This design comes from an exercise in tuning for small area, a short achievable clock period and few clock cycles on the open sky130 flow, not from production work.

Setup of before:
==> flow/design.v <==
module codex32_cks (
    input  wire        clk,
    input  wire        rst,
    input  wire        cmd_valid,
    output wire        cmd_ready,
    input  wire [15:0] cmd_word,
    input  wire        cmd_empty,
    input  wire        in_valid,
    output wire        in_ready,
    input  wire [7:0]  in_data,
    input  wire        in_last,
    output wire        out_valid,
    input  wire        out_ready,
    output wire [7:0]  out_data,
    output wire        out_last,
    output wire [3:0]  out_status
);
    localparam [64:0] GS0 = 65'h19dc500ce73fde210;
    localparam [64:0] GS1 = 65'h1bfae00def77fe529;
    localparam [64:0] GS2 = 65'h1fbd920fffe7bee52;
    localparam [64:0] GS3 = 65'h1739640bdeee3fdad;
    localparam [64:0] GS4 = 65'h07729a039cfc75f5a;
    localparam [64:0] TS  = 65'h10ce0795c2fd1e62a;
    localparam [64:0] IS  = 65'h23181b3;
    localparam [64:0] IAS = 65'h11899c7f0c7127e48;    
    localparam [74:0] GL0 = 75'h3d59d273535ea62d897;
    localparam [74:0] GL1 = 75'h7a9becb6361c6c51507;
    localparam [74:0] GL2 = 75'h543f9b7e6c38d8a2a0e;
    localparam [74:0] GL3 = 75'h0c577eaeccf1990d13c;
    localparam [74:0] GL4 = 75'h1887f74f8dc71b10651;
    localparam [74:0] TL  = 75'h43381e570bf4798ab26;
    localparam [74:0] IL  = 75'h23181b3;
    localparam [74:0] IAL = 75'h6f4b3a330a74687026c;   
    localparam [1:0] OP_PMODS  = 2'd0;
    localparam [1:0] OP_PMODL  = 2'd1;
    localparam [1:0] OP_CKSUM  = 2'd2;
    localparam [1:0] OP_VERIFY = 2'd3;
    reg         cr;           
    reg         ir;           
    reg         cur;          
    reg         fin;          
    reg         crd;          
    reg         pv;           
    reg  [4:0]  psym;
    reg         pbig;         
    reg         plast;
    reg  [1:0]  op;
    reg         aug;          
    reg         ill;
    reg         bad;
    reg  [6:0]  len;          
    reg  [64:0] res_s;
    reg  [74:0] res_l;
    reg         ov;           
    reg  [4:0]  od;           
    reg         olast;
    reg  [1:0]  ost;
    reg  [3:0]  nx;           
    reg         rlong;        
    reg         rcks;         
    reg         rone;         
    reg         rfault;
    reg  [1:0]  rst_;         
    reg         rvs, rvl;     
    wire dec_legal = (cmd_word == 16'h4000) || (cmd_word == 16'h4001) ||
                     (cmd_word == 16'h5000) || (cmd_word == 16'h6000);
    wire [1:0] dec_op = cmd_word[13] ? OP_VERIFY :
                        cmd_word[12] ? OP_CKSUM  :
                        cmd_word[0]  ? OP_PMODL  : OP_PMODS;
    wire cmd_fire = cmd_valid && cr;
    wire in_fire  = in_valid  && ir;
    wire out_fire = ov && out_ready;
    wire pe       = pv && cur;                
    wire [4:0]  sym_lo = psym & {5{pe & ~aug}};
    wire [4:0]  sym_hi = psym & {5{pe &  aug}};
    wire [4:0]  fs     = (res_s[64:60] & {5{pe}}) ^ sym_hi;
    wire [4:0]  fl     = (res_l[74:70] & {5{pe}}) ^ sym_hi;
    wire [64:0] step_s = {res_s[59:0], sym_lo}
                       ^ (GS0 & {65{fs[0]}}) ^ (GS1 & {65{fs[1]}}) ^ (GS2 & {65{fs[2]}})
                       ^ (GS3 & {65{fs[3]}}) ^ (GS4 & {65{fs[4]}});
    wire [74:0] step_l = {res_l[69:0], sym_lo}
                       ^ (GL0 & {75{fl[0]}}) ^ (GL1 & {75{fl[1]}}) ^ (GL2 & {75{fl[2]}})
                       ^ (GL3 & {75{fl[3]}}) ^ (GL4 & {75{fl[4]}});
    wire fin_go    = fin && !ov;
    wire vok       = (rvs && res_s == TS) || (rvl && res_l == TL);
    wire nbad      = bad | pbig;
    wire k_long    = (op == OP_PMODL) || (aug && (len >= 7'd80));
    wire k_one     = ill || nbad || (op == OP_VERIFY);
    wire k_vs      = (len <= 7'd92);
    wire k_vl      = (len >= 7'd95);
    wire e_long    = dec_legal && (cmd_word == 16'h4001);
    wire e_one     = !dec_legal || (cmd_word == 16'h6000);
    wire        nlong  = rlong;
    wire        ncks   = rcks;
    reg  [4:0]  tgt;
    always @(*) begin
        tgt = 5'd0;
        if (nlong) begin
            case (nx)
                4'd0:  tgt = TL[74:70];
                4'd1:  tgt = TL[69:65];
                4'd2:  tgt = TL[64:60];
                4'd3:  tgt = TL[59:55];
                4'd4:  tgt = TL[54:50];
                4'd5:  tgt = TL[49:45];
                4'd6:  tgt = TL[44:40];
                4'd7:  tgt = TL[39:35];
                4'd8:  tgt = TL[34:30];
                4'd9:  tgt = TL[29:25];
                4'd10: tgt = TL[24:20];
                4'd11: tgt = TL[19:15];
                4'd12: tgt = TL[14:10];
                4'd13: tgt = TL[9:5];
                default: tgt = TL[4:0];
            endcase
        end else begin
            case (nx)
                4'd0:  tgt = TS[64:60];
                4'd1:  tgt = TS[59:55];
                4'd2:  tgt = TS[54:50];
                4'd3:  tgt = TS[49:45];
                4'd4:  tgt = TS[44:40];
                4'd5:  tgt = TS[39:35];
                4'd6:  tgt = TS[34:30];
                4'd7:  tgt = TS[29:25];
                4'd8:  tgt = TS[24:20];
                4'd9:  tgt = TS[19:15];
                4'd10: tgt = TS[14:10];
                4'd11: tgt = TS[9:5];
                default: tgt = TS[4:0];
            endcase
        end
    end
    wire [4:0] grp   = (nlong ? res_l[74:70] : res_s[64:60]) ^ (tgt & {5{ncks}});
    wire       nlast = nlong ? (nx == 4'd14) : (nx == 4'd12);
    wire       adv   = out_fire && !olast;       
    wire       r_en  = pe || fin_go || adv;
    wire       last_pe  = pe && plast;
    wire       single   = k_one;
    wire       ov_next  = fin_go || (ov && !(out_fire && olast));
    wire       early_cr = last_pe && single && !ov_next;
    wire       pv_next  = in_fire || (pv && !pe);
    wire       cur_next = (cur && !last_pe) || (cmd_fire && !cmd_empty);
    assign cmd_ready  = cr;
    assign in_ready   = ir;
    assign out_valid  = ov;
    assign out_data   = {3'b000, od};
    assign out_last   = olast;
    assign out_status = {2'b00, ost};
    always @(posedge clk) begin
        if (cmd_fire) begin
            res_s <= cmd_word[12] ? IAS : IS;
            res_l <= cmd_word[12] ? IAL : IL;
        end else if (r_en) begin
            res_s <= step_s;
            res_l <= step_l;
        end
        if (cmd_fire) begin
            op  <= dec_op;
            aug <= cmd_word[12];
            ill <= !dec_legal;
            bad <= 1'b0;
            len <= 7'd0;
        end else if (pe) begin
            bad <= bad | pbig;
            if (!(len[6] & len[5]))
                len <= len + 7'd1;
        end
        if (in_fire) begin
            psym  <= in_data[4:0];
            pbig  <= |in_data[7:5];
            plast <= in_last;
        end
        if (pe && plast) begin
            rlong  <= k_long;
            rcks   <= aug;
            rone   <= k_one;
            rfault <= ill || nbad;
            rst_   <= ill ? 2'd1 : (nbad ? 2'd2 : 2'd0);
            rvs    <= k_vs;
            rvl    <= k_vl;
        end else if (cmd_fire && cmd_empty) begin
            rlong  <= e_long;
            rcks   <= cmd_word[12];
            rone   <= e_one;
            rfault <= !dec_legal;
            rst_   <= dec_legal ? 2'd0 : 2'd1;
            rvs    <= 1'b1;
            rvl    <= 1'b0;
        end
        if (fin_go)
            ost   <= rst_;
        if (fin_go || adv) begin
            if (fin_go && rone) begin
                od    <= {4'd0, vok & !rfault};
                olast <= 1'b1;
            end else begin
                od    <= grp;
                olast <= nlast;
            end
        end
        if (rst) begin
            cr  <= 1'b1;
            ir  <= 1'b1;
            cur <= 1'b0;
            fin <= 1'b0;
            crd <= 1'b0;
            pv  <= 1'b0;
            ov  <= 1'b0;
            nx  <= 4'd0;
        end else begin
            pv  <= pv_next;
            cur <= cur_next;
            ir  <= !pv_next || cur_next;
            fin <= last_pe || (cmd_fire && cmd_empty) || (fin && !fin_go);
            ov  <= ov_next;
            if (early_cr)
                crd <= 1'b1;
            else if (fin_go)
                crd <= 1'b0;
            if (early_cr || (fin_go && rone && !crd) || (adv && nlast))
                cr <= 1'b1;
            else if (cmd_fire)
                cr <= 1'b0;
            if (fin_go && rone)
                nx <= 4'd0;
            else if (fin_go || adv)
                nx <= nlast ? 4'd0 : nx + 4'd1;
        end
    end
endmodule
Settings: LEC_CHECK=0, CAP_MARGIN=20, CORE_MARGIN=2, CORE_UTILIZATION=40, SETUP_SLACK_MARGIN=1.5, SLEW_MARGIN=20; clock period 4.0 ns.
run.sh (not shown) runs the stock make flow with config.mk's settings and CLKGATE_MAP_FILE= SYNTH_SCRIPT=/design/flow/synth_recipe.tcl, a recipe that flattens the netlist after the stock synthesis.
The following lists how after was set up differently from before:
-- flow/design.v --
<<< before, line 43
    reg         pv;           
    reg  [4:0]  psym;
    reg         pbig;         
    reg         plast;
>>> after, line 43
    reg         pv;           
    reg  [4:0]  psym;
    reg  [4:0]  shs, shl;     
    reg  [4:0]  slo;          
    reg         pbig;         
    reg         plast;
<<< before, line 72
    wire out_fire = ov && out_ready;
    wire pe       = pv && cur;                
    wire [4:0]  sym_lo = psym & {5{pe & ~aug}};
    wire [4:0]  sym_hi = psym & {5{pe &  aug}};
    wire [4:0]  fs     = (res_s[64:60] & {5{pe}}) ^ sym_hi;
    wire [4:0]  fl     = (res_l[74:70] & {5{pe}}) ^ sym_hi;
    wire [64:0] step_s = {res_s[59:0], sym_lo}
                       ^ (GS0 & {65{fs[0]}}) ^ (GS1 & {65{fs[1]}}) ^ (GS2 & {65{fs[2]}})
                       ^ (GS3 & {65{fs[3]}}) ^ (GS4 & {65{fs[4]}});
    wire [74:0] step_l = {res_l[69:0], sym_lo}
                       ^ (GL0 & {75{fl[0]}}) ^ (GL1 & {75{fl[1]}}) ^ (GL2 & {75{fl[2]}})
                       ^ (GL3 & {75{fl[3]}}) ^ (GL4 & {75{fl[4]}});
>>> after, line 74
    wire out_fire = ov && out_ready;
    wire pe       = pv && cur;                
    wire [4:0]  fs     = res_s[64:60] ^ shs;
    wire [4:0]  fl     = res_l[74:70] ^ shl;
    wire [64:0] step_s = {res_s[59:0], slo}
                       ^ (GS0 & {65{fs[0]}}) ^ (GS1 & {65{fs[1]}}) ^ (GS2 & {65{fs[2]}})
                       ^ (GS3 & {65{fs[3]}}) ^ (GS4 & {65{fs[4]}});
    wire [74:0] step_l = {res_l[69:0], slo}
                       ^ (GL0 & {75{fl[0]}}) ^ (GL1 & {75{fl[1]}}) ^ (GL2 & {75{fl[2]}})
                       ^ (GL3 & {75{fl[3]}}) ^ (GL4 & {75{fl[4]}});
<<< before, line 132
        end
    end
    wire [4:0] grp   = (nlong ? res_l[74:70] : res_s[64:60]) ^ (tgt & {5{ncks}});
    wire       nlast = nlong ? (nx == 4'd14) : (nx == 4'd12);
    wire       adv   = out_fire && !olast;       
    wire       r_en  = pe || fin_go || adv;
    wire       last_pe  = pe && plast;
    wire       single   = k_one;
>>> after, line 132
        end
    end
    wire [4:0] src_s = fin ? res_s[64:60] : res_s[59:55];
    wire [4:0] src_l = fin ? res_l[74:70] : res_l[69:65];
    wire [4:0] grp   = (nlong ? src_l : src_s) ^ (tgt & {5{ncks}});
    wire       nlast = nlong ? (nx == 4'd14) : (nx == 4'd12);
    wire       adv   = out_fire && !olast;       
    wire       r_en  = pe || adv;
    wire       last_pe  = pe && plast;
    wire       single   = k_one;
<<< before, line 142
    wire       pv_next  = in_fire || (pv && !pe);
    wire       cur_next = (cur && !last_pe) || (cmd_fire && !cmd_empty);
    assign cmd_ready  = cr;
    assign in_ready   = ir;
>>> after, line 144
    wire       pv_next  = in_fire || (pv && !pe);
    wire       cur_next = (cur && !last_pe) || (cmd_fire && !cmd_empty);
    wire       pe_next  = pv_next && cur_next;
    wire [4:0] psym_nx  = in_fire ? in_data[4:0] : psym;
    wire       aug_nx   = cmd_fire ? cmd_word[12] : aug;
    assign cmd_ready  = cr;
    assign in_ready   = ir;
<<< before, line 167
                len <= len + 7'd1;
        end
        if (in_fire) begin
            psym  <= in_data[4:0];
>>> after, line 172
                len <= len + 7'd1;
        end
        if (pe_next) begin
            shs <= psym_nx & {5{aug_nx}};
            shl <= psym_nx & {5{aug_nx}};
        end else if (adv) begin
            shs <= res_s[59:55];
            shl <= res_l[69:65];
        end else begin
            shs <= res_s[64:60];
            shl <= res_l[74:70];
        end
        slo <= psym_nx & {5{pe_next & !aug_nx}};
        if (in_fire) begin
            psym  <= in_data[4:0];
## What came out
No stage failed in after, and the final checks on the layout all came back clean. First-iteration DRC count was lower in the run labelled after. Against before, after reports a total wirelength of the detailed-routed design that is higher. Maximum clock frequency came out higher on after than on before. after vs before, endpoint of the worst setup timing path: res_l[32] vs res_s[24]. Maximum number of buffers from clock root to sink, after and before, lower one = before. NOTE: flip-flop and latch count after synthesis in after exceeds that of before. Logic depth of the worst setup path including buffers in after is 3 lower than in before. Going from before to after, the post-layout minimum cycle time was found to have gone down by 0.043 ns. Between before and after, the flow reports non-clock buffer count decreasing by more than a quarter.
No functional check of the RTL was part of any run of this note.

-- port drivers added, routing unchanged --
The flow's constraints put no driver on any port. The routed layouts listed below were extracted and timed again, unchanged, in two steps. Step 1 assumes that a clkbuf_16 drives the clock port and a buf_2 every other input. Step 2 adds t to the input delays and takes it off the output delays; t is the mean of the earliest and latest rising clock arrival at the registers after step 1. Input paths then give back, and output paths get back, about the clock's delay inside the block. Three values: ideal ports, drivers, drivers and shift; two values: the first two.
| run | t, ns | slack for setup (ns) | worst hold slack (ns) |
|---|---|---|---|
| before | 0.484 | 1.541 / 1.541 / 1.146 | 0.431 / 0.431 / 0.431 |
| after | 0.555 | 1.584 / 1.561 / 1.050 | 0.431 / 0.431 / 0.431 |
After both steps every run listed still meets setup and hold. For after, which loses most, drivers alone change the setup slack by -0.023 ns; drivers and shift together by -0.534 ns.
